What follows belongs to an exercise in optimizing a design on an open flow for small area; a production flow would make more cautious choices.
At most, simulation tests tie the RTL to the original design; equivalence was not proved.
For runs 2 and 3, only the layout was checked, not whether the RTL still works.
No activity file was given, so power comes from the tool's default toggle rates.

==> flow/design.v <==
module ptc_decoder #(
    parameter integer W        = 32,    
    parameter integer SHORT_LO = 350,
    parameter integer SHORT_HI = 650,
    parameter integer LONG_LO  = 1050,
    parameter integer LONG_HI  = 1950,
    parameter integer SYNC_LO  = 2800,
    parameter integer SYNC_HI  = 5200,
    parameter integer KIND     = 0,     
    parameter integer VLONG    = 0,     
    parameter integer HASPAR   = 0,     
    parameter integer HASCONST = 0,     
    parameter integer REARM    = 0,     
    parameter integer N        = 13,    
    parameter integer KW       = 5      
) (
    input  wire         clk,
    input  wire         rst,
    input  wire         ev_ts,
    input  wire         ev_arg,
    input  wire [31:0]  ts,
    input  wire [31:0]  arg,
    input  wire         do_enable,
    input  wire         do_disable,
    input  wire         do_init,
    input  wire [7:0]   init_mm1,      
    input  wire         do_cbret,
    output reg          msg_stb,
    output wire [W-1:0] msg,
    output wire         recv_next
);
    localparam integer KIND_PW2 = 0;
    localparam integer KIND_PP  = 1;
    localparam integer KIND_VAR = 2;
    reg          en;
    reg          insync;
    reg [KW-1:0] k;
    reg          ph;
    reg          first;
    wire [W-1:0] cand;
    reg          px;
    reg          pm;          
    wire [W-1:0] prev;
    reg  [7:0]   rep;
    reg  [7:0]   mm1;         
    reg          in_cb;
    wire [31:0]  lt;          
    wire        ev  = ev_ts | ev_arg;
    wire        act = ev & en;
    wire [31:0] xn;
    wire        c_short, c_long, in_sync;
    wire        st_ld = act | rst;
    ptc_stamp u_stamp (
        .clk(clk), .ts(ts), .arg(arg),
        .s_ts(ev_ts & !rst), .s_arg(!ev_ts & !rst), .ldn(!st_ld), .hold(!st_ld),
        .xn(xn), .lt(lt)
    );
    ptc_class #(
        .N(N), .SHORT_LO(SHORT_LO), .SHORT_HI(SHORT_HI), .LONG_LO(LONG_LO),
        .LONG_HI(LONG_HI), .SYNC_LO(SYNC_LO), .SYNC_HI(SYNC_HI)
    ) u_class (
        .xn(xn), .lt(lt), .c_short(c_short), .c_long(c_long), .c_sync(in_sync)
    );
    reg sym_more, sym_bit, sym_b;
    always @* begin
        case (KIND)
            KIND_PW2: begin
                sym_more = !ph && c_short;
                sym_bit  = ph && (c_short || c_long);
                sym_b    = c_long;
            end
            KIND_PP: begin
                sym_more = !ph && (c_short || c_long);
                sym_bit  = ph && (first ? c_short : c_long);
                sym_b    = first;
            end
            default: begin  
                sym_more = !ph && c_short;
                sym_bit  = ph ? c_short : c_long;
                sym_b    = ph ? (VLONG == 0) : (VLONG != 0);
            end
        endcase
    end
    genvar gi;
    wire [KW:0]   kc;
    wire [KW-1:0] k1;
    assign kc[0] = 1'b1;
    generate
        for (gi = 0; gi < KW; gi = gi + 1) begin : g_k
            assign k1[gi]   = k[gi] ^ kc[gi];
            assign kc[gi+1] = k[gi] & kc[gi];
        end
    endgenerate
    wire [W-1:0] sh_cand = {cand[W-2:0], sym_b};
    wire         bit_ok  = act && insync && sym_bit;
    wire         last    = (k == W - 1);
    wire         bad_cst = (HASCONST != 0) && (k == 8) && (sh_cand[2:0] != 3'b110);
    wire         valid   = bit_ok && last && ((HASPAR == 0) || !(px ^ sym_b));
    wire         bmatch = (sym_b == cand[W-1]);
    wire         match  = pm && bmatch;
    wire         hit   = match ? (rep == mm1) : (mm1 == 8'd0);
    wire [8:0]   rc;
    wire [7:0]   rep1;
    assign rc[0] = 1'b1;
    generate
        for (gi = 0; gi < 8; gi = gi + 1) begin : g_rep
            assign rep1[gi]  = rep[gi] ^ rc[gi];
            assign rc[gi+1]  = rep[gi] & rc[gi];
        end
    endgenerate
    wire [7:0]   r1    = match ? rep1 : 8'd1;
    wire         disp  = valid && hit && !in_cb;
    reg e_insync;
    always @* begin
        e_insync = insync;
        if (act) begin
            if (!insync)
                e_insync = in_sync;
            else if (sym_more)
                e_insync = 1'b1;
            else if (sym_bit)
                e_insync = !bad_cst && (!last || (valid && REARM != 0));
            else
                e_insync = 1'b0;
        end
    end
    wire e_in_cb  = in_cb || disp;
    wire n_in_cb  = e_in_cb && !do_cbret;
    wire n_insync = e_insync && !do_enable && !do_init && !(do_cbret && e_in_cb);
    wire [KW-1:0] n_k = act ? (insync ? (sym_bit ? k1 : k) : {KW{1'b0}}) : k;
    assign recv_next = n_insync && (|n_k[KW-1:2]);
    always @(posedge clk) begin
        if (act) begin
            ph    <= insync && sym_more;
            first <= c_long;
            k     <= n_k;
            if (!insync) begin
                px <= 1'b0;
                pm <= 1'b1;
            end else if (sym_bit) begin
                px <= !last && (px ^ sym_b);
                pm <= last || (pm && bmatch);
            end
        end
    end
    wire c_sh = act && insync && sym_bit;
    wire c_pl = act && !insync;
    ptc_cand #(.W(W)) u_cand (.clk(clk), .pl(c_pl), .sh(c_sh), .hold(!c_sh && !c_pl),
                              .p(prev), .b(sym_b), .q(cand));
    ptc_hold  #(.W(W)) u_prev (.clk(clk), .ld(valid), .hold(!valid), .d(sh_cand), .q(prev));
    ptc_hold  #(.W(W)) u_msg  (.clk(clk), .ld(disp && !rst), .hold(!disp && !rst),
                               .d(sh_cand), .q(msg));
    always @(posedge clk) begin
        if (rst) begin
            en      <= 1'b0;
            insync  <= 1'b0;
            rep     <= 8'd0;
            mm1     <= 8'd1;
            in_cb   <= 1'b0;
            msg_stb <= 1'b0;
        end else begin
            insync  <= n_insync;
            in_cb   <= n_in_cb;
            msg_stb <= disp;
            if (do_enable || do_init)
                en <= 1'b1;
            else if (do_disable)
                en <= 1'b0;
            if (do_init) begin
                rep <= 8'd0;
                mm1 <= init_mm1;
            end else if (valid) begin
                rep <= hit ? 8'd0 : r1;
            end
        end
    end
endmodule
module ptc_stamp (
    input  wire        clk,
    input  wire [31:0] ts,
    input  wire [31:0] arg,
    input  wire        s_ts,
    input  wire        s_arg,
    input  wire        ldn,       
    input  wire        hold,      
    output wire [31:0] xn,
    output reg  [31:0] lt
);
    assign xn = ~((ts & {32{s_ts}}) | (arg & {32{s_arg}}));
    always @(posedge clk)
        lt <= (~xn & ~{32{ldn}}) | (lt & {32{hold}});
endmodule
module ptc_class #(
    parameter integer N        = 13,
    parameter integer SHORT_LO = 350,
    parameter integer SHORT_HI = 650,
    parameter integer LONG_LO  = 1050,
    parameter integer LONG_HI  = 1950,
    parameter integer SYNC_LO  = 2800,
    parameter integer SYNC_HI  = 5200
) (
    input  wire [31:0] xn,
    input  wire [31:0] lt,
    output wire        c_short,
    output wire        c_long,
    output wire        c_sync
);
    wire [31:0] p = xn ^ lt;
    wire [31:0] g = xn & lt;
    wire [N:0]  c;
    assign c[0] = 1'b0;
    genvar gi;
    generate
        for (gi = 0; gi < N; gi = gi + 1) begin : g_add
            assign c[gi+1] = g[gi] | (p[gi] & c[gi]);
        end
    endgenerate
    wire [N-1:0] d  = ~(p[N-1:0] ^ c[N-1:0]);
    wire [31:N]  cy = {g[30:N], c[N]};
    wire hz = &(p[31:N] ^ cy);
    function automatic ge_c(input [N-1:0] v, input integer cst);
        integer i;
        reg r;
        begin
            r = 1'b1;
            for (i = 0; i < N; i = i + 1)
                r = ((cst >> i) & 1) ? (v[i] & r) : (v[i] | r);
            ge_c = r;
        end
    endfunction
    assign c_short = hz && ge_c(d, SHORT_LO) && !ge_c(d, SHORT_HI);
    assign c_long  = hz && ge_c(d, LONG_LO)  && !ge_c(d, LONG_HI);
    assign c_sync  = hz && ge_c(d, SYNC_LO)  && !ge_c(d, SYNC_HI);
endmodule
module ptc_cand #(
    parameter integer W = 32
) (
    input  wire         clk,
    input  wire         pl,
    input  wire         sh,
    input  wire         hold,
    input  wire [W-1:0] p,
    input  wire         b,
    output reg  [W-1:0] q
);
    always @(posedge clk)
        q <= (p & {W{pl}}) | ({q[W-2:0], b} & {W{sh}}) | (q & {W{hold}});
endmodule
module ptc_hold #(
    parameter integer W = 32
) (
    input  wire         clk,
    input  wire         ld,
    input  wire         hold,
    input  wire [W-1:0] d,
    output reg  [W-1:0] q
);
    always @(posedge clk)
        q <= (d & {W{ld}}) | (q & {W{hold}});
endmodule
module ptc_rx (
    input  wire        clk,
    input  wire        rst,
    input  wire [4:0]  edge_stb,
    input  wire [31:0] ts,
    input  wire        ms_tick,
    input  wire        cmd_stb,
    input  wire [7:0]  cmd,
    input  wire [31:0] arg_a,
    output reg         res_stb,
    output reg         res,
    output wire [4:0]  msg_stb,
    output wire [31:0] msg_aur,
    output wire [31:0] msg_wt4,
    output wire [29:0] msg_liv,
    output wire [23:0] msg_kop,
    output wire [35:0] msg_quh
);
    localparam [3:0] OP_EDGE    = 4'd1;
    localparam [3:0] OP_ENABLE  = 4'd2;
    localparam [3:0] OP_DISABLE = 4'd3;
    localparam [3:0] OP_INIT    = 4'd4;
    localparam [3:0] OP_POLL    = 4'd5;
    localparam [3:0] OP_ISRECV  = 4'd6;
    localparam [3:0] OP_CBRET   = 4'd7;
    reg        isr_pend;
    reg [2:0]  isr_pid;
    reg [15:0] isr_leftn;    
    wire [3:0] op  = cmd[7:4];
    wire [2:0] pid = cmd[2:0];
    wire cmd_ok = cmd_stb && !cmd[3] && !(pid[2] && (pid[1] || pid[0]));    
    wire cmd_acc = cmd_ok && (!isr_pend || op == OP_EDGE || op == OP_CBRET);
    wire [4:0] sel = 5'b00001 << pid;
    wire [4:0] c_edge    = (cmd_acc && op == OP_EDGE)    ? sel : 5'd0;
    wire [4:0] c_enable  = (cmd_acc && op == OP_ENABLE)  ? sel : 5'd0;
    wire [4:0] c_disable = (cmd_acc && op == OP_DISABLE) ? sel : 5'd0;
    wire [4:0] c_init    = (cmd_acc && op == OP_INIT)    ? sel : 5'd0;
    wire [4:0] c_cbret   = (cmd_acc && op == OP_CBRET)   ? sel : 5'd0;
    wire       c_poll    = cmd_acc && op == OP_POLL;
    wire       c_isrecv  = cmd_acc && op == OP_ISRECV;
    wire [4:0] ev_arg = c_edge & ~edge_stb;
    wire [4:0] recv_next;
    wire [8:0] mb;
    wire [7:0] init_mm1;
    assign mb[0] = |arg_a[7:0];
    genvar gi;
    generate
        for (gi = 0; gi < 8; gi = gi + 1) begin : g_mm1
            assign init_mm1[gi] = arg_a[gi] ^ mb[gi];
            assign mb[gi+1]     = !arg_a[gi] & mb[gi];
        end
    endgenerate
    wire [16:0] lc;
    wire [15:0] leftn1;
    assign lc[0] = 1'b1;
    generate
        for (gi = 0; gi < 16; gi = gi + 1) begin : g_left
            assign leftn1[gi] = isr_leftn[gi] ^ lc[gi];
            assign lc[gi+1]   = isr_leftn[gi] & lc[gi];
        end
    endgenerate
    ptc_decoder #(
        .W(32), .SHORT_LO(350), .SHORT_HI(650), .LONG_LO(1050), .LONG_HI(1950),
        .SYNC_LO(2800), .SYNC_HI(5200), .KIND(0), .VLONG(0),
        .HASPAR(1), .HASCONST(0), .REARM(0), .N(13), .KW(5)
    ) u_aur (
        .clk(clk), .rst(rst), .ev_ts(edge_stb[0]), .ev_arg(ev_arg[0]), .ts(ts), .arg(arg_a),
        .do_enable(c_enable[0]), .do_disable(c_disable[0]), .do_init(c_init[0]),
        .init_mm1(init_mm1), .do_cbret(c_cbret[0]),
        .msg_stb(msg_stb[0]), .msg(msg_aur), .recv_next(recv_next[0])
    );
    ptc_decoder #(
        .W(32), .SHORT_LO(700), .SHORT_HI(1300), .LONG_LO(1400), .LONG_HI(2600),
        .SYNC_LO(700), .SYNC_HI(1300), .KIND(2), .VLONG(0),
        .HASPAR(1), .HASCONST(1), .REARM(1), .N(12), .KW(5)
    ) u_wt4 (
        .clk(clk), .rst(rst), .ev_ts(edge_stb[1]), .ev_arg(ev_arg[1]), .ts(ts), .arg(arg_a),
        .do_enable(c_enable[1]), .do_disable(c_disable[1]), .do_init(c_init[1]),
        .init_mm1(init_mm1), .do_cbret(c_cbret[1]),
        .msg_stb(msg_stb[1]), .msg(msg_wt4), .recv_next(recv_next[1])
    );
    ptc_decoder #(
        .W(30), .SHORT_LO(98), .SHORT_HI(182), .LONG_LO(294), .LONG_HI(546),
        .SYNC_LO(784), .SYNC_HI(1456), .KIND(2), .VLONG(1),
        .HASPAR(0), .HASCONST(0), .REARM(0), .N(11), .KW(5)
    ) u_liv (
        .clk(clk), .rst(rst), .ev_ts(edge_stb[2]), .ev_arg(ev_arg[2]), .ts(ts), .arg(arg_a),
        .do_enable(c_enable[2]), .do_disable(c_disable[2]), .do_init(c_init[2]),
        .init_mm1(init_mm1), .do_cbret(c_cbret[2]),
        .msg_stb(msg_stb[2]), .msg(msg_liv), .recv_next(recv_next[2])
    );
    ptc_decoder #(
        .W(24), .SHORT_LO(84), .SHORT_HI(156), .LONG_LO(252), .LONG_HI(468),
        .SYNC_LO(672), .SYNC_HI(1248), .KIND(1), .VLONG(0),
        .HASPAR(0), .HASCONST(0), .REARM(0), .N(11), .KW(5)
    ) u_kop (
        .clk(clk), .rst(rst), .ev_ts(edge_stb[3]), .ev_arg(ev_arg[3]), .ts(ts), .arg(arg_a),
        .do_enable(c_enable[3]), .do_disable(c_disable[3]), .do_init(c_init[3]),
        .init_mm1(init_mm1), .do_cbret(c_cbret[3]),
        .msg_stb(msg_stb[3]), .msg(msg_kop), .recv_next(recv_next[3])
    );
    ptc_decoder #(
        .W(36), .SHORT_LO(245), .SHORT_HI(451), .LONG_LO(900), .LONG_HI(1251),
        .SYNC_LO(1960), .SYNC_HI(3640), .KIND(0), .VLONG(0),
        .HASPAR(0), .HASCONST(0), .REARM(0), .N(12), .KW(6)
    ) u_quh (
        .clk(clk), .rst(rst), .ev_ts(edge_stb[4]), .ev_arg(ev_arg[4]), .ts(ts), .arg(arg_a),
        .do_enable(c_enable[4]), .do_disable(c_disable[4]), .do_init(c_init[4]),
        .init_mm1(init_mm1), .do_cbret(c_cbret[4]),
        .msg_stb(msg_stb[4]), .msg(msg_quh), .recv_next(recv_next[4])
    );
    wire poll_cmd = recv_next[pid];
    wire poll_isr = recv_next[isr_pid];
    always @(posedge clk) begin
        if (rst) begin
            res_stb  <= 1'b0;
            res      <= 1'b0;
            isr_pend <= 1'b0;
        end else begin
            res_stb <= 1'b0;
            if (c_poll) begin
                res_stb <= 1'b1;
                res     <= poll_cmd;
            end else if (c_isrecv) begin
                if (poll_cmd) begin
                    res_stb <= 1'b1;
                    res     <= 1'b1;
                end else begin
                    isr_pend <= 1'b1;
                    isr_pid  <= pid;
                    isr_leftn <= ~arg_a[15:0];
                end
            end else if (isr_pend) begin
                if (poll_isr) begin
                    res_stb  <= 1'b1;
                    res      <= 1'b1;
                    isr_pend <= 1'b0;
                end else if (ms_tick) begin
                    if (&isr_leftn) begin
                        res_stb  <= 1'b1;
                        res      <= 1'b0;
                        isr_pend <= 1'b0;
                    end else begin
                        isr_leftn <= leftn1;
                    end
                end
            end
        end
    end
endmodule
==> flow/flow/run.sh <==
#!/bin/bash
# The standard layout, with the smallest buffer on each port instead of the
# default port buffer, and the synthesis buffers removed at floorplan so that
# repair_design buffers only what the placed design needs.
set -euo pipefail
export BUFFER_PORTS_ARGS="-buffer_cell sky130_fd_sc_hd__buf_1"
export REMOVE_ABC_BUFFERS=1
bash standard.sh > flow_make.log 2>&1
==> flow/standard.sh <==
#!/bin/bash
# synth_recipe.tcl (not shown) runs the flow's synth.tcl, then flattens the netlist and writes it again
# the make line also repeats each setting of config.mk as NAME=value (left out here)
make -C /OpenROAD-flow-scripts/flow DESIGN_CONFIG=/design/flow/config.mk WORK_HOME=/design/flow/orfs CLKGATE_MAP_FILE= SYNTH_SCRIPT=/design/flow/synth_recipe.tcl "${@:-finish}"
==> flow/config.mk <==
export PLATFORM = sky130hd
export DESIGN_NAME = ptc_rx
export DESIGN_NICKNAME = ptc_rx
export VERILOG_FILES = /design/flow/design.v
export SDC_FILE = /design/flow/constraint.sdc
export NUM_CORES = 4
export LEC_CHECK = 0
export CAP_MARGIN = 20
export CORE_MARGIN = 2
export CORE_UTILIZATION = 55
export CTS_CLUSTER_DIAMETER = 90
export CTS_CLUSTER_SIZE = 25
export PLACE_DENSITY = 0.68
export SLEW_MARGIN = 20
export SYNTH_HIERARCHICAL = 1
==> flow/constraint.sdc <==
create_clock -name core_clock -period 12.0 [get_ports {clk}]
set_input_delay 2.4000 -clock core_clock [delete_from_list [all_inputs] [get_ports {clk}]]
set_output_delay 2.4000 -clock core_clock [all_outputs]
set_load 0.01 [all_outputs]
==> flow_summary.json, run 1 <==
{
  "max_slew.worst_pin.slew_ps": 1120,
  "proportion_of_layout_cells_with_a_drive_suffix_above_1_pct": 6.47,
  "post-route-min-period_ps": 11250,
  "finish.utilization_pct": 59.2,
  "grt_start_max_net_pins": 65,
  "p_comb_share_pct": 12.7,
  "status": "timing/DRC/antenna clean",
  "total_switching_power_uw": 1260,
  "core.rowCount": 92,
  "multi_input_area_um2": 16200,
  "wire_per_inst_um": 19.5,
  "synth-seq-area-share_pct": 46.5,
  "post-layout-total-power_uw": 4860,
  "first_global_vias": 25846,
  "irDropWorstVdd_uv": 98.8,
  "critical_path.most_common_cell": "fa_1",
  "critical-path-max-stage-delay_ps": 680,
  "finalClockSkew_ps": 17.7,
  "async_flop_share_pct": 0,
  "regArea_um2": 16300,
  "crit_required_ps": 12290,
  "area_overhead_vs_synth_pct": 6.66,
  "synth_cell_type_count": 94,
  "synth-warning-count": 26,
  "vias_per_cell": 6.08,
  "cts_num_sinks": 783,
  "grt.overflow.total": 0,
  "max_cap_violations": 0,
  "die_height_um": 256,
  "number_of_cells_produced_by_synthesis": 3372,
  "cts_repair_resize_count": 0,
  "hold_path.class": "reg -> reg",
  "synthXorXnorAreaFrac_pct": 3.98,
  "clk_latency_ps": 600,
  "finalHoldViolCount": 0,
  "cp.arrival_ps": 11540,
  "post_synthesis_mean_instance_area_um2": 10.4,
  "place_congestion": 0.904,
  "fp.coreArea_um2": 63000,
  "power.leakage_uw": 0.0152,
  "final-max-slew-violation-count": 0,
  "critical-path-slowest-cell": "a2111oi_2",
  "tritoncts.num_buffers": 40,
  "synth_edf_count": 58,
  "seq_power_share_pct": 55.6,
  "worst-path-max-fanout": 34,
  "cts_post_setup_buffers_inserted": 0,
  "layout.nets": 3807,
  "final.period_utilization_pct": 93.7,
  "synth_top_family_by_area": "compound AO/OA/AOI/OAI gates",
  "power.switching_fraction_pct": 26.0,
  "detailedRoute.firstIterationViolations": 2875,
  "synth_seq_cells": 783,
  "grt_use_total_pct": 25.3,
  "post_synth_fa_ha_maj_area_fraction_pct": 8.99,
  "internal_power_uw": 3600,
  "fmaxAchievable_mhz": 88.9,
  "rsz0062_at_grt": "false",
  "setup.worst_path.class": "in -> reg",
  "floorplan.die_area_um2": 65600,
  "synth_area_um2": 35000,
  "cts-hold-fix-buffers": 0,
  "synth_mux_area_share_pct": 1.41,
  "synthSimpleGateAreaFrac_pct": 9.43,
  "number_of_antenna_violations_at_the_first_check_in_global_routing": 2,
  "tritoncts_clock_tree": "built",
  "post-route-drc-count": 0,
  "crit_path_start_kind": "input port",
  "drt_pass1_iterations": 9,
  "setup_violations": 0,
  "antenna_violating_nets_post_route": 0,
  "floorplan.initialDensity_pct": 55.6,
  "placed_wire_length_estimate_after_detailed_placement_mm": 59.2,
  "synth_compound_gate_area_share_pct": 22.0,
  "n_fill_cell": 5340,
  "cp-end-kind": "flip-flop",
  "cts-htree-levels": 2,
  "boundaryPins": 242,
  "power.density_nw_per_um2": 130,
  "io_buffers": 241,
  "synth_flop_cell": "dfxtp_1",
  "max-slew-margin-rel_pct": 24.9,
  "clk_transition_reported_paths_ps": 90,
  "grt_pass1_wl_mm": 138,
  "drt-total-wl_mm": 85.3,
  "die_width_um": 256,
  "reg_top3": "u_quh.u_cand.q x36, u_quh.u_msg.q x36, u_quh.u_prev.q x36",
  "clock_tree.buffer_depth": 3,
  "clock_network_fraction_of_total_power_pct": 31.7,
  "routed-via-count": 26571,
  "clock_root_cell": "clkbuf_16",
  "fin_worst_hold_slack_ps": 468
}
modules after synthesis (local to each module, per instance), excerpt:
module / area, um^2 / flip-flops and latches / copies in the design
ptc_stamp: 1220 / 32 / 5
ptc_rx: 1650 / 22 / 1
layout make-up:
type	count	area share, %
flip-flops and latches	783	43.6
well taps	846	2.84
clock inverters	12	0.315
diodes	2	0.0134
repair buffers	295	3.71
multi-input cells	2071	43.4
inverters	315	3.18
clock buffers	48	2.93
synth_stat cells, types with 7 or more instances:
master,count,share of area (%)
fa_1,52,3.0
a211oi_1,7,0.15
a22o_2,26,0.74
a31oi_1,9,0.16
dfxtp_1,725,41
buf_2,47,0.67
inv_1,309,3.3
nor2b_1,20,0.36
o211ai_1,9,0.19
nand2b_1,16,0.29
o31ai_1,7,0.15
buf_4,16,0.34
ha_1,168,6.0
nand2_1,255,2.7
a222oi_1,154,4.4
clkbuf_1,53,0.57
a22oi_1,167,3.6
xor2_1,39,0.98
and3_1,7,0.13
buf_6,83,2.7
nor4_2,11,0.39
a21oi_1,52,0.74
o21ai_0,203,2.9
nand3b_1,8,0.17
nand4_1,21,0.38
mux2i_1,42,1.2
nor4_1,43,0.77
nor3_1,36,0.52
a22o_1,286,7.2
o21ai_1,8,0.11
xnor2_1,118,3.0
edfxtp_1,58,5.0
nand3_1,50,0.72
nor2_1,127,1.4
power by group through the flow:
stage,sequential [uW],clock [uW],combinational (uW)
2_1_floorplan,2760,0,439
3_3_place_gp,2760,0,590
3_5_place_dp,2760,0,610
4_1_cts,2700,1590,614
5_1_grt,2710,1680,692
6_report,2700,1540,619
cells in the final DEF, fill, tap and decap left out, drive strengths merged, types with 6 or more instances in the layout:
cell and n:
nand2b 17, nor2 127, and3 7, a22o 312, nor2b 20, and2 6, xnor2 118, a22oi 167
a211oi 9, a211o 6, mux2i 43, o31ai 7, nor3 39, nand4 21, o21a 6, fa 52
nand3 51, dfxtp 725, xor2 40, a31oi 9, edfxtp 58, inv 322, nor4bb 6, nand3b 8
a21oi 53, ha 168, nor4 59, buf 294, a222oi 154, o211ai 10, o21ai 214, or3 8
clkbuf 49, nand2 255
logic make-up (layout without fill, tap and decap cells):
logic type,count (synthesis),count (layout)
compound gates,993,993
xor+xnor,158,158
fa+ha+maj,220,220
buf+inv,518,670
flops,783,783
mux,48,48
other cells,0,2
simple gates,652,652
per-layer routing:
| metal | vias to the layer above | track usage [%] | wire [um] |
|---|---|---|---|
| li1 | 12644 | - | - |
| met1 | 12935 | 33.4 | 36900 |
| met2 | 847 | 43.0 | 41000 |
| met3 | 145 | 3.65 | 4900 |
| met4 | 0 | 7.54 | 2490 |
| met5 | - | 0 | 0 |
worst paths after layout:
kind                             from                   to  slack (ps)  depth (start not counted)
setup / recovery          edge_stb[0]        isr_leftn[10]         750                         32
hold / removal    u_wt4.u_stamp.lt[7]  u_wt4.u_stamp.lt[7]         470                          2
setup reg to reg  u_aur.u_stamp.lt[1]        isr_leftn[10]        2800                         29
hold reg to reg   u_wt4.u_stamp.lt[7]  u_wt4.u_stamp.lt[7]         470                          2
critical path, delay by kind of cell:
kind                     cells  cell delay (ps)
AO/OA/AOI/OAI                7             2270
XOR/XNOR                     1              150
adder cells (fa/ha/maj)     12             4230
buffers and inverters        6              880
multiplexers                 1              170
AND/OR/NAND/NOR              5             1420
per-stage QoR:
stage / TNS [ps] / instances / setup WS, ps / instance area, um^2
finish: 0 / 4372 / 753 / 37300
global route: 0 / 4370 / 156 / 37300
CTS: 0 / 4365 / 710 / 37200
detailed placement: 0 / 4305 / 83.5 / 36000
floorplan: -116180 / 3169 / -1240 / 33500
global placement: 0 / 4304 / 378 / 36000
==> inputs of run 2 (changes only) <==
--- a/flow/design.v
+++ b/flow/design.v
@@ -205,17 +205,24 @@
     output wire        c_long,
     output wire        c_sync
 );
-    wire [31:0] p = xn ^ lt;
-    wire [31:0] g = xn & lt;
-    wire [N:0]  c;
-    assign c[0] = 1'b0;
+    wire [31:0]  p, g;
+    wire [N:0]   c;
+    wire [N-1:0] s;
     genvar gi;
     generate
-        for (gi = 0; gi < N; gi = gi + 1) begin : g_add
-            assign c[gi+1] = g[gi] | (p[gi] & c[gi]);
+        for (gi = 0; gi < 32; gi = gi + 1) begin : g_ha
+            if (gi == 0 || gi >= N) begin : g_h
+                ptc_ha u_ha (.a(xn[gi]), .b(lt[gi]), .s(p[gi]), .co(g[gi]));
+            end
+        end
+        for (gi = 1; gi < N; gi = gi + 1) begin : g_fa
+            ptc_fa u_fa (.a(xn[gi]), .b(lt[gi]), .ci(c[gi]), .s(s[gi]), .co(c[gi+1]));
         end
     endgenerate
-    wire [N-1:0] d  = ~(p[N-1:0] ^ c[N-1:0]);
+    assign c[0] = 1'b0;
+    assign c[1] = g[0];
+    assign s[0] = p[0];
+    wire [N-1:0] d  = ~s;
     wire [31:N]  cy = {g[30:N], c[N]};
     wire hz = &(p[31:N] ^ cy);
     function automatic ge_c(input [N-1:0] v, input integer cst);
@@ -258,6 +265,25 @@
     always @(posedge clk)
         q <= (d & {W{ld}}) | (q & {W{hold}});
 endmodule
+module ptc_ha (
+    input  wire a,
+    input  wire b,
+    output wire s,
+    output wire co
+);
+    assign s  = a ^ b;
+    assign co = a & b;
+endmodule
+module ptc_fa (
+    input  wire a,
+    input  wire b,
+    input  wire ci,
+    output wire s,
+    output wire co
+);
+    assign s  = a ^ b ^ ci;
+    assign co = (a & b) | (ci & (a ^ b));
+endmodule
 module ptc_rx (
     input  wire        clk,
     input  wire        rst,
--- a/flow/config.mk
+++ b/flow/config.mk
@@ -8,8 +8,8 @@
 export CAP_MARGIN = 20
 export CORE_MARGIN = 2
 export CORE_UTILIZATION = 55
-export CTS_CLUSTER_DIAMETER = 90
-export CTS_CLUSTER_SIZE = 25
+export CTS_CLUSTER_DIAMETER = 60
+export CTS_CLUSTER_SIZE = 30
 export PLACE_DENSITY = 0.68
 export SLEW_MARGIN = 20
 export SYNTH_HIERARCHICAL = 1
==> run 2 against run 1 <==
Non-clock buffer count increased by 4. Flip-flop and latch count unchanged. Sequential share of layout area decreased by 0.41 points. Synthesized area decreased by 0.87%. Clock-buffer cell count increased by 5. Synthesized cell count decreased by 3.0%. Register-to-register slack improved by 400 ps. Clock skew increased by 27 ps. First-iteration DRC count decreased by 5.0%. Via count decreased by 0.44%. Setup slack improved by 390 ps. Wire length increased by 1.7%. Critical path type unchanged. Largest power group unchanged.
==> flow_summary.json, run 2 <==
{
  "cp.arrival_ps": 11200,
  "vias_per_cell": 6.14,
  "post-route-drc-count": 0,
  "worst_r2r_endpoint": "isr_leftn[1]",
  "postLayoutCellArea_um2": 37700,
  "status": "timing/DRC/antenna clean",
  "hold_path.class": "reg -> reg",
  "crit_required_ps": 12340,
  "core.rowCount": 92,
  "placed_cell_area_um2": 35700,
  "hp-start": "u_aur.u_prev.q[2]",
  "grt.overflow.total": 0,
  "fp.coreArea_um2": 62700,
  "synth_edf_count": 58,
  "max_cap_violations": 0,
  "setup_violations": 0,
  "number_of_antenna_violations_at_the_first_check_in_global_routing": 7,
  "rsz0062_at_grt": "false",
  "post-route-min-period_ps": 10860,
  "power.leakage_uw": 0.0151,
  "synth-seq-area-share_pct": 46.9,
  "wire_per_inst_um": 20.1,
  "proportion_of_layout_cells_with_a_drive_suffix_above_1_pct": 7.98,
  "post-synth-top-count-cell": "dfxtp_1",
  "mostFrequentLayoutCell": "dfxtp_1",
  "synth_seq_cells": 783,
  "detailedRoute.firstIterationViolations": 2730,
  "die_width_um": 255,
  "critical_path.most_common_cell": "fa_1",
  "clock_tree.buffer_depth": 3,
  "cts_num_sinks": 783,
  "reg_top3": "u_quh.u_cand.q x36, u_quh.u_msg.q x36, u_quh.u_prev.q x36",
  "synthXorXnorAreaFrac_pct": 3.89,
  "drt_pass1_iterations": 9,
  "post_synthesis_mean_instance_area_um2": 10.6,
  "internal_power_uw": 3850,
  "synth-warning-count": 26,
  "finalClockSkew_ps": 44.4,
  "layout.nets": 3728,
  "grt_use_total_pct": 25.8,
  "totalNegativeSetupSlack_ps": 0,
  "critical-path-slowest-cell": "or4b_4",
  "grt_pass1_wl_mm": 135,
  "clock_network_fraction_of_total_power_pct": 37.0,
  "clk_latency_ps": 650,
  "synth_mux_area_share_pct": 1.43,
  "area_overhead_vs_synth_pct": 8.61,
  "crit-reg2reg-launch": "u_aur.u_stamp.lt[0]",
  "synth_top_cells_by_count": "725 x dfxtp_1, 286 x a22o_1, 262 x nand2_1",
  "cts_repair_resize_count": 0,
  "p_comb_share_pct": 11.7,
  "synth_top_cells_by_area": "dfxtp_1 42%, a22o_1 7.2%, ha_1 6.3%",
  "fmaxAchievable_mhz": 92.1,
  "io_buffers": 241,
  "final.period_utilization_pct": 90.5,
  "worst_hold_path.endpoint": "u_aur.u_cand.q[2]",
  "worst_r2r_path_depth": 27,
  "total_switching_power_uw": 1430,
  "final-max-slew-violation-count": 0,
  "placed_wire_length_estimate_after_detailed_placement_mm": 59.5,
  "cts-hold-fix-buffers": 0,
  "yosysTopAreaCell": "dfxtp_1",
  "crit_path_start_kind": "input port",
  "post_synth_fa_ha_maj_area_fraction_pct": 9.43,
  "die_height_um": 255,
  "tritoncts.num_buffers": 49,
  "synth_compound_gate_area_share_pct": 22.3,
  "max-slew-margin-rel_pct": 27.4,
  "power.switching_fraction_pct": 27.0,
  "irDropWorstVdd_uv": 104,
  "hold_depth": 2,
  "synth_top_family_by_area": "compound AO/OA/AOI/OAI gates",
  "reg2reg_setup_slack_ps": 3200,
  "most-common-layout-cells": "725 x dfxtp_1, 286 x a22o_1, 262 x nand2_1",
  "async_flop_share_pct": 0,
  "cp-end-kind": "flip-flop",
  "power.density_nw_per_um2": 140,
  "synth_cell_type_count": 93,
  "first_global_vias": 24987,
  "max_slew.worst_pin.slew_ps": 1080,
  "critical-path-max-stage-delay_ps": 530,
  "cts_post_setup_buffers_inserted": 0,
  "cts-htree-levels": 2,
  "grt_start_max_net_pins": 65,
  "tritoncts_clock_tree": "built",
  "synth_area_um2": 34700,
  "worst-path-max-fanout": 16,
  "number_of_cells_produced_by_synthesis": 3271,
  "place_congestion": 0.917,
  "synth_flop_cell": "dfxtp_1",
  "antenna_violating_nets_post_route": 0,
  "routed-via-count": 26455,
  "floorplan.die_area_um2": 65100,
  "setup.worst_path.class": "in -> reg",
  "clock_root_cell": "clkbuf_16",
  "yosys.area.top_type_share_pct": 41.9,
  "drt-total-wl_mm": 86.8,
  "finalHoldViolCount": 0,
  "boundaryPins": 242,
  "floorplan.initialDensity_pct": 55.3,
  "synthSimpleGateAreaFrac_pct": 9.43,
  "seq_power_share_pct": 51.3,
  "finish.utilization_pct": 60.0,
  "clk_transition_reported_paths_ps": 100
}
[run 2: critical path, delay by kind of cell]
kind | cells | cell delay, ps
simple gates | 6 | 1480
mux | 1 | 180
fa+ha+maj | 13 | 4890
compound gates | 6 | 1430
xor+xnor | 1 | 140
buf+inv | 3 | 640
[run 2: logic make-up after synthesis]
group	Yosys count
xor+xnor	153
flops	783
buf+inv	415
mux	48
fa+ha+maj	229
simple gates	648
compound gates	995
[run 2: layout make-up]
class / instances / area (um^2)
Antenna cell: 5 / 12.5
Clock buffer: 53 / 1320
Clock inverter: 39 / 489
Fill cell: 5262 / 25100
Inverter: 212 / 798
Multi-Input combinational cell: 2073 / 16300
Sequential cell: 783 / 16300
Tap cell: 846 / 1060
Timing Repair Buffer: 299 / 1450
[run 2: worst max path at each step]
stage                             endpoint  slack, ps   startpoint  cells past startpoint
after floorplan           u_quh.u_msg.q[0]      -1960  edge_stb[4]                     24
after global placement       isr_leftn[12]        770  edge_stb[0]                     30
after detailed placement     isr_leftn[12]        480  edge_stb[0]                     30
final                         isr_leftn[1]       1140  edge_stb[0]                     30
after global routing          isr_leftn[6]        650  edge_stb[0]                     30
after CTS                     isr_leftn[6]       1160  edge_stb[0]                     30
[run 2: routing by layer]
| metal | vias up | global-route usage, % | wire length [um] |
|---|---|---|---|
| met1 | 12896 | 34.5 | 37800 |
| met4 | 6 | 8.07 | 2400 |
| met2 | 892 | 43.3 | 41300 |
| met3 | 157 | 3.68 | 5250 |
| met5 | - | 0 | 46 |
| li1 | 12504 | - | - |
[run 2: modules after synthesis, one instance, submodules excluded, excerpt]
module / area [um^2] / cells inside
ptc_fa: 20.0 / 1
ptc_ha: 12.5 / 1
ptc_rx: 1650 / 186
ptc_stamp: 1220 / 140
[run 2: stage by stage]
stage / worst slack (ps) / power [uW] / cells / hold slack [ps]
after floorplan: -1960 / 3190 / 3068 / 429
after global placement: 771 / 3340 / 4207 / 440
after detailed placement: 485 / 3370 / 4207 / 450
after CTS: 1160 / 5310 / 4299 / 445
after global routing: 648 / 5490 / 4306 / 478
final: 1140 / 5280 / 4310 / 458
[run 2: power by group through the flow]
| stage | logic (uW) | clock network, uW | registers, uW |
|---|---|---|---|
| 2_1_floorplan | 432 | 0 | 2760 |
| 4_1_cts | 604 | 2000 | 2710 |
| 5_1_grt | 683 | 2090 | 2710 |
| 6_report | 617 | 1960 | 2710 |
| 3_3_place_gp | 580 | 0 | 2760 |
| 3_5_place_dp | 599 | 0 | 2770 |
==> inputs of run 3 (changes only) <==
--- a/flow/design.v
+++ b/flow/design.v
@@ -82,13 +82,16 @@
         endcase
     end
     genvar gi;
+    wire          k_clr = act && !insync;
+    wire          k_inc = act && insync && sym_bit;
+    wire [KW-1:0] k0 = k & {KW{!k_clr}};
     wire [KW:0]   kc;
-    wire [KW-1:0] k1;
-    assign kc[0] = 1'b1;
+    wire [KW-1:0] n_k;
+    assign kc[0] = k_inc;
     generate
         for (gi = 0; gi < KW; gi = gi + 1) begin : g_k
-            assign k1[gi]   = k[gi] ^ kc[gi];
-            assign kc[gi+1] = k[gi] & kc[gi];
+            assign n_k[gi]  = k0[gi] ^ kc[gi];
+            assign kc[gi+1] = k0[gi] & kc[gi];
         end
     endgenerate
     wire [W-1:0] sh_cand = {cand[W-2:0], sym_b};
@@ -99,16 +102,18 @@
     wire         bmatch = (sym_b == cand[W-1]);
     wire         match  = pm && bmatch;
     wire         hit   = match ? (rep == mm1) : (mm1 == 8'd0);
+    wire         r_keep = !rst && !do_init && (!valid || (match && !hit));
+    wire         r_inc  = !rst && !do_init && valid && !hit;
+    wire [7:0]   r0     = rep & {8{r_keep}};
     wire [8:0]   rc;
-    wire [7:0]   rep1;
-    assign rc[0] = 1'b1;
+    wire [7:0]   n_rep;
+    assign rc[0] = r_inc;
     generate
         for (gi = 0; gi < 8; gi = gi + 1) begin : g_rep
-            assign rep1[gi]  = rep[gi] ^ rc[gi];
-            assign rc[gi+1]  = rep[gi] & rc[gi];
+            assign n_rep[gi] = r0[gi] ^ rc[gi];
+            assign rc[gi+1]  = r0[gi] & rc[gi];
         end
     endgenerate
-    wire [7:0]   r1    = match ? rep1 : 8'd1;
     wire         disp  = valid && hit && !in_cb;
     reg e_insync;
     always @* begin
@@ -127,13 +132,13 @@
     wire e_in_cb  = in_cb || disp;
     wire n_in_cb  = e_in_cb && !do_cbret;
     wire n_insync = e_insync && !do_enable && !do_init && !(do_cbret && e_in_cb);
-    wire [KW-1:0] n_k = act ? (insync ? (sym_bit ? k1 : k) : {KW{1'b0}}) : k;
     assign recv_next = n_insync && (|n_k[KW-1:2]);
     always @(posedge clk) begin
+        k   <= n_k;
+        rep <= n_rep;
         if (act) begin
             ph    <= insync && sym_more;
             first <= c_long;
-            k     <= n_k;
             if (!insync) begin
                 px <= 1'b0;
                 pm <= 1'b1;
@@ -154,7 +159,6 @@
         if (rst) begin
             en      <= 1'b0;
             insync  <= 1'b0;
-            rep     <= 8'd0;
             mm1     <= 8'd1;
             in_cb   <= 1'b0;
             msg_stb <= 1'b0;
@@ -166,12 +170,8 @@
                 en <= 1'b1;
             else if (do_disable)
                 en <= 1'b0;
-            if (do_init) begin
-                rep <= 8'd0;
+            if (do_init)
                 mm1 <= init_mm1;
-            end else if (valid) begin
-                rep <= hit ? 8'd0 : r1;
-            end
         end
     end
 endmodule
@@ -338,7 +338,7 @@
     endgenerate
     wire [16:0] lc;
     wire [15:0] leftn1;
-    assign lc[0] = 1'b1;
+    assign lc[0] = ms_tick;
     generate
         for (gi = 0; gi < 16; gi = gi + 1) begin : g_left
             assign leftn1[gi] = isr_leftn[gi] ^ lc[gi];
@@ -397,6 +397,8 @@
     );
     wire poll_cmd = recv_next[pid];
     wire poll_isr = recv_next[isr_pid];
+    always @(posedge clk)
+        isr_leftn <= c_isrecv ? ~arg_a[15:0] : leftn1;
     always @(posedge clk) begin
         if (rst) begin
             res_stb  <= 1'b0;
@@ -414,7 +416,6 @@
                 end else begin
                     isr_pend <= 1'b1;
                     isr_pid  <= pid;
-                    isr_leftn <= ~arg_a[15:0];
                 end
             end else if (isr_pend) begin
                 if (poll_isr) begin
@@ -426,8 +427,6 @@
                         res_stb  <= 1'b1;
                         res      <= 1'b0;
                         isr_pend <= 1'b0;
-                    end else begin
-                        isr_leftn <= leftn1;
                     end
                 end
             end
==> flow/flow/run.sh (replaced) <==
#!/bin/bash
# The standard layout (standard.sh, which logs each step under orfs/logs),
# with three changes: the smallest buffer on each port instead of the default
# port buffer; the synthesis buffers removed at floorplan so that
# repair_design buffers only what the placed design needs; and no dummy loads
# in the clock tree.
set -euo pipefail
export BUFFER_PORTS_ARGS="-buffer_cell sky130_fd_sc_hd__buf_1"
export REMOVE_ABC_BUFFERS=1
export CTS_ARGS="-sink_clustering_enable -repair_clock_nets -sink_clustering_size 25 -sink_clustering_max_diameter 90 -dont_use_dummy_load"
bash standard.sh > flow_make.log 2>&1
--- a/flow/config.mk
+++ b/flow/config.mk
@@ -7,9 +7,9 @@
 export LEC_CHECK = 0
 export CAP_MARGIN = 20
 export CORE_MARGIN = 2
-export CORE_UTILIZATION = 55
-export CTS_CLUSTER_DIAMETER = 60
-export CTS_CLUSTER_SIZE = 30
-export PLACE_DENSITY = 0.68
+export CORE_UTILIZATION = 45
+export CTS_CLUSTER_DIAMETER = 90
+export CTS_CLUSTER_SIZE = 25
+export PLACE_DENSITY = 0.6
 export SLEW_MARGIN = 20
 export SYNTH_HIERARCHICAL = 1
==> run 3 against run 2 <==
Non-clock buffer count fell by 3. First-iteration DRC count fell by 9.0%. Wire length is 3.7% lower. Fmax down 4.9%. Clock-buffer cell count shrank 14. Final cell count is 0.81% lower. Critical endpoint is now isr_pid[0]. Setup slack worse by 560 ps. Register-to-register slack got worse by 490 ps. Critical path type unchanged. Die area rose by 19%. Final area decreased by 4.1%. Largest cell class unchanged. Clock skew up 19 ps. Via count decreased by 5.6%.
==> flow_summary.json, run 3 <==
{
  "clock_root_cell": "clkbuf_16",
  "hold_path.class": "reg -> reg",
  "area_overhead_vs_synth_pct": 6.85,
  "placed_wire_length_estimate_after_detailed_placement_mm": 58.6,
  "reg_top3": "u_quh.u_cand.q x36, u_quh.u_msg.q x36, u_quh.u_prev.q x36",
  "mostFrequentLayoutCell": "dfxtp_1",
  "die_width_um": 278,
  "floorplan.initialDensity_pct": 45.4,
  "max-slew-margin-rel_pct": 33.6,
  "die_height_um": 278,
  "floorplan.die_area_um2": 77300,
  "finalHoldViolCount": 0,
  "yosysTopAreaCell": "dfxtp_1",
  "clock_network_fraction_of_total_power_pct": 29.4,
  "synth_flop_cell": "dfxtp_1",
  "post-route-min-period_ps": 11410,
  "critical-path-max-stage-delay_ps": 700,
  "worst-path-max-fanout": 14,
  "power.switching_fraction_pct": 25.8,
  "max_slew.worst_pin.slew_ps": 992,
  "cts-htree-levels": 2,
  "cp.arrival_ps": 11670,
  "final-max-slew-violation-count": 0,
  "clk_transition_reported_paths_ps": 100,
  "synth-warning-count": 26,
  "placed_cell_area_um2": 35000,
  "post-synth-top-count-cell": "dfxtp_1",
  "seq_power_share_pct": 57.1,
  "grt_pass1_wl_mm": 131,
  "reg2reg_setup_slack_ps": 2710,
  "setup.worst_path.class": "in -> reg",
  "clk_latency_ps": 610,
  "most-common-layout-cells": "767 x dfxtp_1, 283 x a22o_1, 240 x buf_1",
  "grt_start_max_net_pins": 65,
  "synth-seq-area-share_pct": 46.9,
  "antenna_violating_nets_post_route": 0,
  "clock_tree.buffer_depth": 3,
  "grt.overflow.total": 0,
  "synth_top_cells_by_area": "dfxtp_1 45%, a22o_1 7.3%, ha_1 6.8%",
  "yosys.area.top_type_share_pct": 45.4,
  "cts-hold-fix-buffers": 0,
  "synth_mux_area_share_pct": 1.22,
  "max_cap_violations": 0,
  "critical-path-slowest-cell": "nor4_1",
  "tritoncts_clock_tree": "built",
  "drt_pass1_iterations": 9,
  "vias_per_cell": 5.84,
  "irDropWorstVdd_uv": 84.3,
  "io_buffers": 241,
  "synth_area_um2": 33800,
  "p_comb_share_pct": 13.4,
  "internal_power_uw": 3530,
  "synth_top_family_by_area": "compound AO/OA/AOI/OAI gates",
  "async_flop_share_pct": 0,
  "post_synthesis_mean_instance_area_um2": 10.7,
  "crit_start": "rst",
  "synthXorXnorAreaFrac_pct": 4.23,
  "crit_required_ps": 12260,
  "place_congestion": 0.907,
  "postLayoutCellArea_um2": 36100,
  "proportion_of_layout_cells_with_a_drive_suffix_above_1_pct": 6.52,
  "synthSimpleGateAreaFrac_pct": 9.02,
  "grt_use_total_pct": 20.8,
  "power.leakage_uw": 0.0149,
  "post_synth_fa_ha_maj_area_fraction_pct": 10.0,
  "number_of_cells_produced_by_synthesis": 3156,
  "cts_post_setup_buffers_inserted": 0,
  "synth_top_cells_by_count": "767 x dfxtp_1, 283 x a22o_1, 225 x nand2_1",
  "worst_r2r_path_depth": 28,
  "total_switching_power_uw": 1230,
  "cts_repair_resize_count": 0,
  "wire_per_inst_um": 19.6,
  "first_global_vias": 23788,
  "critical_path.most_common_cell": "fa_1",
  "boundaryPins": 242,
  "tritoncts.num_buffers": 39,
  "number_of_antenna_violations_at_the_first_check_in_global_routing": 25,
  "cts_num_sinks": 783,
  "n_fill_cell": 6822,
  "setup_violations": 0,
  "endpoint": "isr_pid[0]",
  "totalNegativeSetupSlack_ps": 0,
  "fmaxAchievable_mhz": 87.6,
  "groute.layer.met1.usage_pct": 28.1,
  "drt-total-wl_mm": 83.6,
  "synth_compound_gate_area_share_pct": 22.1,
  "detailedRoute.firstIterationViolations": 2484,
  "multi_input_area_um2": 15900,
  "groute.layer.met2.usage_pct": 33.3,
  "layout.nets": 3619,
  "grt_util_met3_pct": 4.77,
  "fp.coreArea_um2": 74400,
  "finish.utilization_pct": 48.5,
  "final.period_utilization_pct": 95.1,
  "global_route.peak_usage_layer": "met2",
  "routed-via-count": 24961,
  "rsz0062_at_grt": "false",
  "status": "timing/DRC/antenna clean",
  "worst_r2r_endpoint": "isr_pid[0]",
  "cp-end-kind": "flip-flop",
  "core.rowCount": 100,
  "crit_path_start_kind": "input port",
  "crit-reg2reg-launch": "u_quh.u_stamp.lt[0]",
  "synth_seq_cells": 783,
  "power.density_nw_per_um2": 132,
  "regArea_um2": 15800,
  "post-route-drc-count": 0,
  "synth_cell_type_count": 93,
  "synth_edf_count": 16,
  "finalClockSkew_ps": 63.2
}
==> run 3: worst min-delay path by stage <==
stage	startpoint	endpoint	slack [ps]	depth (start not counted)
2_1_floorplan	u_aur.u_stamp.lt[29]	u_aur.u_stamp.lt[29]	430	2
3_3_place_gp	u_aur.u_stamp.lt[29]	u_aur.u_stamp.lt[29]	440	2
3_5_place_dp	u_wt4.u_stamp.lt[0]	u_wt4.u_stamp.lt[0]	450	2
4_1_cts	u_quh.u_prev.q[23]	u_quh.u_cand.q[23]	450	2
5_1_grt	u_liv.u_prev.q[1]	u_liv.u_cand.q[1]	480	2
6_report	u_quh.u_prev.q[23]	u_quh.u_cand.q[23]	460	2
==> run 3: layout make-up <==
| type | count | share of cell area (%) |
|---|---|---|
| antenna | 8 | 0.0554 |
| multi-input combinational | 1979 | 44.0 |
| tap | 969 | 3.36 |
| timing repair buffer | 296 | 3.89 |
| inverter | 201 | 2.12 |
| sequential | 783 | 43.9 |
| clock buffer | 39 | 2.70 |
==> run 3: critical path, delay by kind of cell <==
kind	cells	cell delay [ps]
simple gates	8	2310
fa+ha+maj	17	5420
compound gates	3	820
buf+inv	1	240
xor+xnor	1	150
mux	1	300
==> run 3: modules after synthesis, one instance, submodules excluded, a selection <==
module     cells  area, um^2  copies in the design  flops+latches
ptc_stamp    140        1220                     5             32
ptc_fa         1        20.0                    54              0
ptc_ha         1        12.5                   106              0
ptc_rx       178        1430                     1             22
==> run 3: metrics by stage <==
stage	setup WS [ps]	cells	total power, uW	hold WS [ps]
2_1_floorplan	-1560	2963	3220	429
3_3_place_gp	395	4222	3370	440
4_1_cts	704	4261	4800	454
6_report	588	4275	4750	455
5_1_grt	161	4268	4980	481
3_5_place_dp	38.0	4222	3400	450
==> run 3: logic make-up after synthesis <==
group,after synthesis
adder cells (fa/ha/maj),238
multiplexers,41
flip-flops,783
XOR/XNOR,161
AND/OR/NAND/NOR,593
AO/OA/AOI/OAI,946
buffers and inverters,394
==> run 3: power groups by stage <==
stage | clock [uW] | sequential, uW | combinational (uW)
finish | 1400 | 2710 | 638
global route | 1540 | 2720 | 713
CTS | 1460 | 2710 | 632
detailed placement | 0 | 2770 | 628
global placement | 0 | 2770 | 600
floorplan | 0 | 2760 | 453
==> run 3: routing by layer <==
metal	wire (um)	share of wire, %
met1	37400	45
met2	38200	46
met3	5820	7.0
met4	1980	2.4
met5	213	0.25
==> inputs of run 4 (changes only) <==
--- a/flow/design.v
+++ b/flow/design.v
@@ -159,7 +159,6 @@
         if (rst) begin
             en      <= 1'b0;
             insync  <= 1'b0;
-            mm1     <= 8'd1;
             in_cb   <= 1'b0;
             msg_stb <= 1'b0;
         end else begin
@@ -170,10 +169,12 @@
                 en <= 1'b1;
             else if (do_disable)
                 en <= 1'b0;
-            if (do_init)
-                mm1 <= init_mm1;
         end
     end
+    wire m_ld   = do_init && !rst;
+    wire m_hold = !do_init && !rst;
+    always @(posedge clk)
+        mm1 <= (init_mm1 & {8{m_ld}}) | (mm1 & {8{m_hold}}) | {7'd0, rst};
 endmodule
 module ptc_stamp (
     input  wire        clk,
==> run 4 against run 3 <==
Sequential share of layout area about the same. Die area down 0.29%. Flip-flop and latch count unchanged. Final area about the same. Register-to-register slack worse by 100 ps. Via count down 0.56%. Highest routed layer unchanged.
==> flow_summary.json, run 4 <==
{
  "status": "timing/DRC/antenna clean",
  "first_global_vias": 24317,
  "final.period_utilization_pct": 95.8,
  "grt_use_total_pct": 21.1,
  "setup_violations": 0,
  "finalHoldViolCount": 0,
  "post-synth-top-count-cell": "dfxtp_1",
  "most-common-layout-cells": "767 x dfxtp_1, 282 x a22o_1, 240 x buf_1",
  "die_height_um": 278,
  "number_of_cells_produced_by_synthesis": 3153,
  "reg2reg_setup_slack_ps": 2610,
  "crit_path_start_kind": "input port",
  "finalClockSkew_ps": 45.4,
  "n_fill_cell": 6872,
  "post_synthesis_mean_instance_area_um2": 10.7,
  "synth_top_cells_by_count": "767 x dfxtp_1, 282 x a22o_1, 224 x nand2_1",
  "finish.utilization_pct": 48.5,
  "cts_num_sinks": 783,
  "synth-seq-area-share_pct": 47.0,
  "clock_root_cell": "clkbuf_16",
  "tritoncts_clock_tree": "built",
  "irDropWorstVdd_uv": 81.3,
  "yosys.area.top_type_share_pct": 45.6,
  "vias_per_cell": 5.80,
  "critical-path-slowest-cell": "nor4_1",
  "layout.nets": 3621,
  "detailedRoute.firstIterationViolations": 2623,
  "cts_post_setup_buffers_inserted": 0,
  "fmaxAchievable_mhz": 87.0,
  "area_overhead_vs_synth_pct": 7.06,
  "crit_required_ps": 12250,
  "place_congestion": 0.920,
  "grt_start_max_net_pins": 65,
  "placed_wire_length_estimate_after_detailed_placement_mm": 59.1,
  "core.rowCount": 100,
  "synth_seq_cells": 783,
  "tritoncts.num_buffers": 40,
  "floorplan.initialDensity_pct": 45.3,
  "drt_pass1_iterations": 7,
  "reg_top3": "u_quh.u_cand.q x36, u_quh.u_msg.q x36, u_quh.u_prev.q x36",
  "synth_top_cells_by_area": "dfxtp_1 46%, a22o_1 7.3%, ha_1 6.8%",
  "synth_area_um2": 33700,
  "clock_tree.buffer_depth": 3,
  "floorplan.die_area_um2": 77100,
  "fp.coreArea_um2": 74300,
  "max-slew-margin-rel_pct": 31.1,
  "synth_flop_cell": "dfxtp_1",
  "synth_cell_type_count": 90,
  "clk_latency_ps": 600,
  "totalNegativeSetupSlack_ps": 0,
  "cp-end-kind": "flip-flop",
  "worst-path-max-fanout": 4,
  "critical-path-max-stage-delay_ps": 740,
  "boundaryPins": 242,
  "yosysTopAreaCell": "dfxtp_1",
  "cp.arrival_ps": 11750,
  "proportion_of_layout_cells_with_a_drive_suffix_above_1_pct": 6.52,
  "grt.overflow.total": 0,
  "post-route-drc-count": 0,
  "mostFrequentLayoutCell": "dfxtp_1",
  "power.density_nw_per_um2": 132,
  "post-route-min-period_ps": 11500,
  "grt_pass1_wl_mm": 133,
  "synth_edf_count": 16,
  "wire_per_inst_um": 19.5,
  "hold_path.class": "reg -> reg",
  "power.leakage_uw": 0.0149,
  "io_buffers": 241,
  "cts-hold-fix-buffers": 0,
  "async_flop_share_pct": 0,
  "cts_repair_resize_count": 0,
  "clk_transition_reported_paths_ps": 100,
  "max_cap_violations": 0,
  "max_slew.worst_pin.slew_ps": 1030,
  "number_of_antenna_violations_at_the_first_check_in_global_routing": 18,
  "drt-total-wl_mm": 83.5,
  "antenna_violating_nets_post_route": 0,
  "die_width_um": 278,
  "cts-htree-levels": 2,
  "synth-warning-count": 26,
  "final-max-slew-violation-count": 0,
  "routed-via-count": 24820,
  "critical_path.most_common_cell": "fa_1",
  "rsz0062_at_grt": "false",
  "setup.worst_path.class": "in -> reg"
}
run 4: final timing paths:
check	from	to	cells after the start
max reg2reg	u_quh.u_stamp.lt[0]	isr_pid[2]	28
max	edge_stb[4]	isr_pid[2]	31
min reg2reg	u_aur.u_prev.q[30]	u_aur.u_cand.q[30]	2
min	u_aur.u_prev.q[30]	u_aur.u_cand.q[30]	2
run 4: routing by layer:
metal,vias to the layer above,wire length [um],GRT usage [%]
met1,12058,37200,27.7
met5,-,117,0
met3,124,4870,4.19
met4,20,1720,4.96
li1,11950,-,-
met2,668,39600,35.6
run 4: worst max-delay path, delay by kind of cell:
kind | cells | cell delay, ps
multiplexers | 1 | 330
AND/OR/NAND/NOR | 7 | 2330
adder cells (fa/ha/maj) | 17 | 5360
buffers and inverters | 1 | 200
AO/OA/AOI/OAI | 4 | 950
XOR/XNOR | 1 | 150
run 4: modules after synthesis (local to each module, per instance), a selection:
module     copies in the design  area [um^2]  flops+latches  cells inside
ptc_ha                      106         12.5              0             1
ptc_fa                       54         20.0              0             1
ptc_stamp                     5         1220             32           140
ptc_rx                        1         1430             22           178
run 4: where the power goes:
part	total [uW]	internal [uW]	leakage, uW	switching (uW)
logic	637	269	0.00809	368
clock network	1420	598	0.000493	825
registers	2720	2670	0.00637	41.8
total	4780	3540	0.0149	1230
run 4: cell families after synthesis:
kind of cell	count (synthesis)	share of synthesized area, %
compound gates	947	22.1
flops	783	47.0
simple gates	590	8.93
buf+inv	391	6.48
fa+ha+maj	238	10.0
xor+xnor	161	4.18
mux	43	1.28
run 4: through the flow:
stage | cells | setup WS, ps | power (uW) | instance area [um^2] | hold slack (ps)
2_1_floorplan | 2962 | -1560 | 3220 | 32300 | 429
3_3_place_gp | 4223 | 336 | 3370 | 34900 | 441
3_5_place_dp | 4224 | -42.9 | 3400 | 34900 | 452
4_1_cts | 4264 | 591 | 4820 | 35900 | 460
5_1_grt | 4270 | 71.4 | 5000 | 36100 | 485
6_report | 4277 | 501 | 4780 | 36100 | 460
run 4: area by class of cell:
cell class / instances / area (um^2) / share of cell area, %
well taps: 969 / 1210 / 3.36
repair buffers: 298 / 1420 / 3.93
inverters: 200 / 753 / 2.09
multi-input cells: 1979 / 15800 / 43.9
diodes: 8 / 20.0 / 0.0555
flip-flops and latches: 783 / 15800 / 43.9
clock buffers: 40 / 1000 / 2.77
==> inputs of run 5 (changes only) <==
==> flow/flow/run.sh (replaced) <==
#!/bin/bash
# The standard layout (standard.sh, which logs each step under orfs/logs),
# with three changes: the smallest buffer on each port instead of the default
# port buffer; the synthesis buffers removed at floorplan so that
# repair_design buffers only what the placed design needs; and no dummy loads
# in the clock tree; and, after global routing, non-critical gates downsized
# (repair_timing -recover_power).
set -euo pipefail
export BUFFER_PORTS_ARGS="-buffer_cell sky130_fd_sc_hd__buf_1"
export REMOVE_ABC_BUFFERS=1
export RECOVER_POWER=100
export CTS_ARGS="-sink_clustering_enable -repair_clock_nets -sink_clustering_size 25 -sink_clustering_max_diameter 90 -dont_use_dummy_load"
bash standard.sh > flow_make.log 2>&1
==> run 5 against run 4 <==
The layout now fails its checks (capacitance limit, slew limit). Setup slack worse by 63 ps. Final cell count stayed put. Wire length is 0.11% higher. Sequential share of layout area is 0.33 points higher. Die area stayed put. Final area is 0.75% lower. Critical path depth is 2 higher. Utilization is 0.36 points lower. Non-clock buffer count stayed put. Total power is 0.13% lower. Hold slack better by 5.1 ps. Global-route usage stayed put. Critical path type unchanged. Largest power group unchanged. Highest routed layer unchanged.
==> flow_summary.json, run 5 <==
{
  "n_fill_cell": 6914,
  "setup_violations": 0,
  "core.rowCount": 100,
  "clk_latency_ps": 600,
  "placed_wire_length_estimate_after_detailed_placement_mm": 59.1,
  "clk_transition_reported_paths_ps": 100,
  "layout.nets": 3621,
  "vias_per_cell": 5.82,
  "post_synthesis_mean_instance_area_um2": 10.7,
  "routed-via-count": 24899,
  "clock_tree.buffer_depth": 3,
  "mostFrequentLayoutCell": "dfxtp_1",
  "number_of_antenna_violations_at_the_first_check_in_global_routing": 18,
  "status": "finished with violations",
  "io_buffers": 241,
  "critical-path-max-stage-delay_ps": 660,
  "yosysTopAreaCell": "dfxtp_1",
  "synth_top_cells_by_count": "767 x dfxtp_1, 282 x a22o_1, 224 x nand2_1",
  "clock_root_cell": "clkbuf_16",
  "worst-path-max-fanout": 8,
  "final.period_utilization_pct": 96.3,
  "synth-seq-area-share_pct": 47.0,
  "finalHoldViolCount": 0,
  "irDropWorstVdd_uv": 81.6,
  "post-synth-top-count-cell": "dfxtp_1",
  "fp.coreArea_um2": 74300,
  "synth_top_cells_by_area": "dfxtp_1 46%, a22o_1 7.3%, ha_1 6.8%",
  "grt_use_total_pct": 21.1,
  "grt_start_max_net_pins": 65,
  "synth_cell_type_count": 90,
  "antenna_violating_nets_post_route": 0,
  "finalClockSkew_ps": 47.6,
  "die_width_um": 278,
  "critical-path-slowest-cell": "nor4_1",
  "cts_num_sinks": 783,
  "cp.arrival_ps": 12040,
  "detailedRoute.firstIterationViolations": 2581,
  "cts_repair_resize_count": 0,
  "preCtsSetupSlack_ps": -42.9,
  "place_congestion": 0.920,
  "cts-hold-fix-buffers": 0,
  "number_of_cells_produced_by_synthesis": 3153,
  "tritoncts_clock_tree": "built",
  "post-layout-total-power_uw": 4770,
  "synth_edf_count": 16,
  "max_cap_violations": 6,
  "cts_post_setup_buffers_inserted": 0,
  "setup.worst_path.class": "in -> reg",
  "crit_required_ps": 12480,
  "synth_seq_cells": 783,
  "post-route-drc-count": 0,
  "yosys.area.top_type_share_pct": 45.6,
  "fmaxAchievable_mhz": 86.5,
  "wire_per_inst_um": 19.5,
  "grt.overflow.total": 0,
  "crit_path_start_kind": "input port",
  "final-max-slew-violation-count": 266,
  "async_flop_share_pct": 0,
  "boundaryPins": 242,
  "tritoncts.num_buffers": 40,
  "finalWorstSetupSlack_ps": 438,
  "cp-end-kind": "flip-flop",
  "totalNegativeSetupSlack_ps": 0,
  "drt_pass1_iterations": 7,
  "max_slew.worst_pin.slew_ps": 1800,
  "reg_top3": "u_quh.u_cand.q x36, u_quh.u_msg.q x36, u_quh.u_prev.q x36",
  "most-common-layout-cells": "767 x dfxtp_1, 282 x a22o_1, 235 x buf_1",
  "grt_pass1_wl_mm": 133,
  "area_overhead_vs_synth_pct": 6.26,
  "hold_path.class": "reg -> reg",
  "drt-total-wl_mm": 83.6,
  "fin_worst_hold_slack_ps": 465,
  "first_global_vias": 24317,
  "synth_flop_cell": "dfxtp_1",
  "floorplan.die_area_um2": 77100,
  "cts-htree-levels": 2,
  "failed_checks": "capacitance limit, slew limit",
  "power.leakage_uw": 0.0148,
  "rsz0062_at_grt": "false",
  "post-route-min-period_ps": 11560,
  "floorplan.initialDensity_pct": 45.3,
  "synth_area_um2": 33700,
  "die_height_um": 278,
  "power.density_nw_per_um2": 133,
  "proportion_of_layout_cells_with_a_drive_suffix_above_1_pct": 5.06,
  "placed_cell_area_um2": 34900,
  "critical_path.most_common_cell": "fa_1",
  "postLayoutCellArea_um2": 35800,
  "max-slew-margin-rel_pct": -20.2,
  "synth-warning-count": 26
}
run 5: cell counts after synthesis:
No cell type changed its count.
run 5: per-stage QoR:
step           std cells  utilization (%)
2_1_floorplan       2962                -
3_3_place_gp        4223             47.0
3_5_place_dp        4224             47.0
4_1_cts             4264             48.4
5_1_grt             4270             48.2
6_report            4277             48.2
run 5: layout make-up:
cell class              instances  area (um^2)  share of cell area, %
well taps                     969         1210                   3.39
clock buffers                  40         1000                   2.80
multi-input cells            1979        15700                   43.9
inverters                     200          753                   2.10
flip-flops and latches        783        15800                   44.2
diodes                          8         20.0                 0.0559
repair buffers                298         1280                   3.57
run 5: per-module statistics from Yosys (local to each module, per instance), a selection:
module | cells inside | copies in the design | cell area, um^2
ptc_rx | 178 | 1 | 1430
ptc_stamp | 140 | 5 | 1220
ptc_fa | 1 | 54 | 20.0
ptc_ha | 1 | 106 | 12.5
run 5: report_power, final:
part           switching [uW]  total (uW)  leakage [uW]  internal, uW
Clock                     827        1420      0.000493           598
Sequential               41.8        2720       0.00637          2670
Combinational             365         628       0.00793           263
run 5: path summary, 6_finish.rpt:
| kind | start | to | slack [ps] | cells past startpoint |
|---|---|---|---|---|
| min reg2reg | u_liv.u_stamp.lt[25] | u_liv.u_stamp.lt[25] | 460 | 2 |
| min | u_liv.u_stamp.lt[25] | u_liv.u_stamp.lt[25] | 460 | 2 |
| max | edge_stb[0] | u_aur.rep[7] | 440 | 33 |
| max reg2reg | u_aur.u_stamp.lt[0] | u_aur.rep[7] | 2590 | 30 |
run 5: worst max-delay path: cells and delay by family:
family	cells	cell delay, ps
fa+ha+maj	20	6260
simple gates	6	2010
buf+inv	2	600
compound gates	3	420
xor+xnor	2	300
run 5: logic make-up (layout without fill, tap and decap cells):
logic type / after synthesis / count (layout) / share of synthesized area [%]
adder cells (fa/ha/maj): 238 / 238 / 10.0
AO/OA/AOI/OAI: 947 / 947 / 22.1
flip-flops: 783 / 783 / 47.0
buffers and inverters: 391 / 538 / 6.48
XOR/XNOR: 161 / 161 / 4.18
AND/OR/NAND/NOR: 590 / 590 / 8.93
other: 0 / 8 / 0
multiplexers: 43 / 43 / 1.28
run 5: routing by layer:
layer  vias to the layer above  track usage [%]  wire length, um
met4                        22             4.96             1690
li1                      11944                -                -
met1                     12124             27.7            37200
met5                         -                0              126
met2                       684             35.6            39500
met3                       125             4.19             5090

separate check: timing with driven ports:
No port has a modelled driver above. Below, the same layouts with a new extraction and two added sets of constraints. Step 1 sets driving cells, clkbuf_16 on the clock port and buf_2 on the other inputs (assumed; they add their load-dependent delay and slew). Step 2 times the ports against the registers' clock, not the clock port: input delays grow and output delays shrink by t, the midpoint of the rising clock arrivals with the driver on. a / b / c = no drivers / after step 1 / after step 2; a / b = the first two.
| run | t, ns | slack for setup (ns) | latest minus earliest clock arrival (ns) |
|---|---|---|---|
| run 1 | 0.663 | 0.753 / 0.791 / 0.127 | 0.018 / 0.019 |
| run 2 | 0.689 | 1.144 / 1.187 / 0.498 | 0.045 / 0.045 |
| run 3 | 0.644 | 0.588 / 0.561 / -0.083 | 0.064 / 0.064 |
| run 4 | 0.642 | 0.501 / 0.461 / -0.181 | 0.046 / 0.046 |
| run 5 | 0.642 | 0.438 / 0.374 / -0.268 | 0.048 / 0.048 |
For run 5, which loses most, drivers alone change the setup slack by -0.064 ns; drivers and shift together by -0.706 ns.
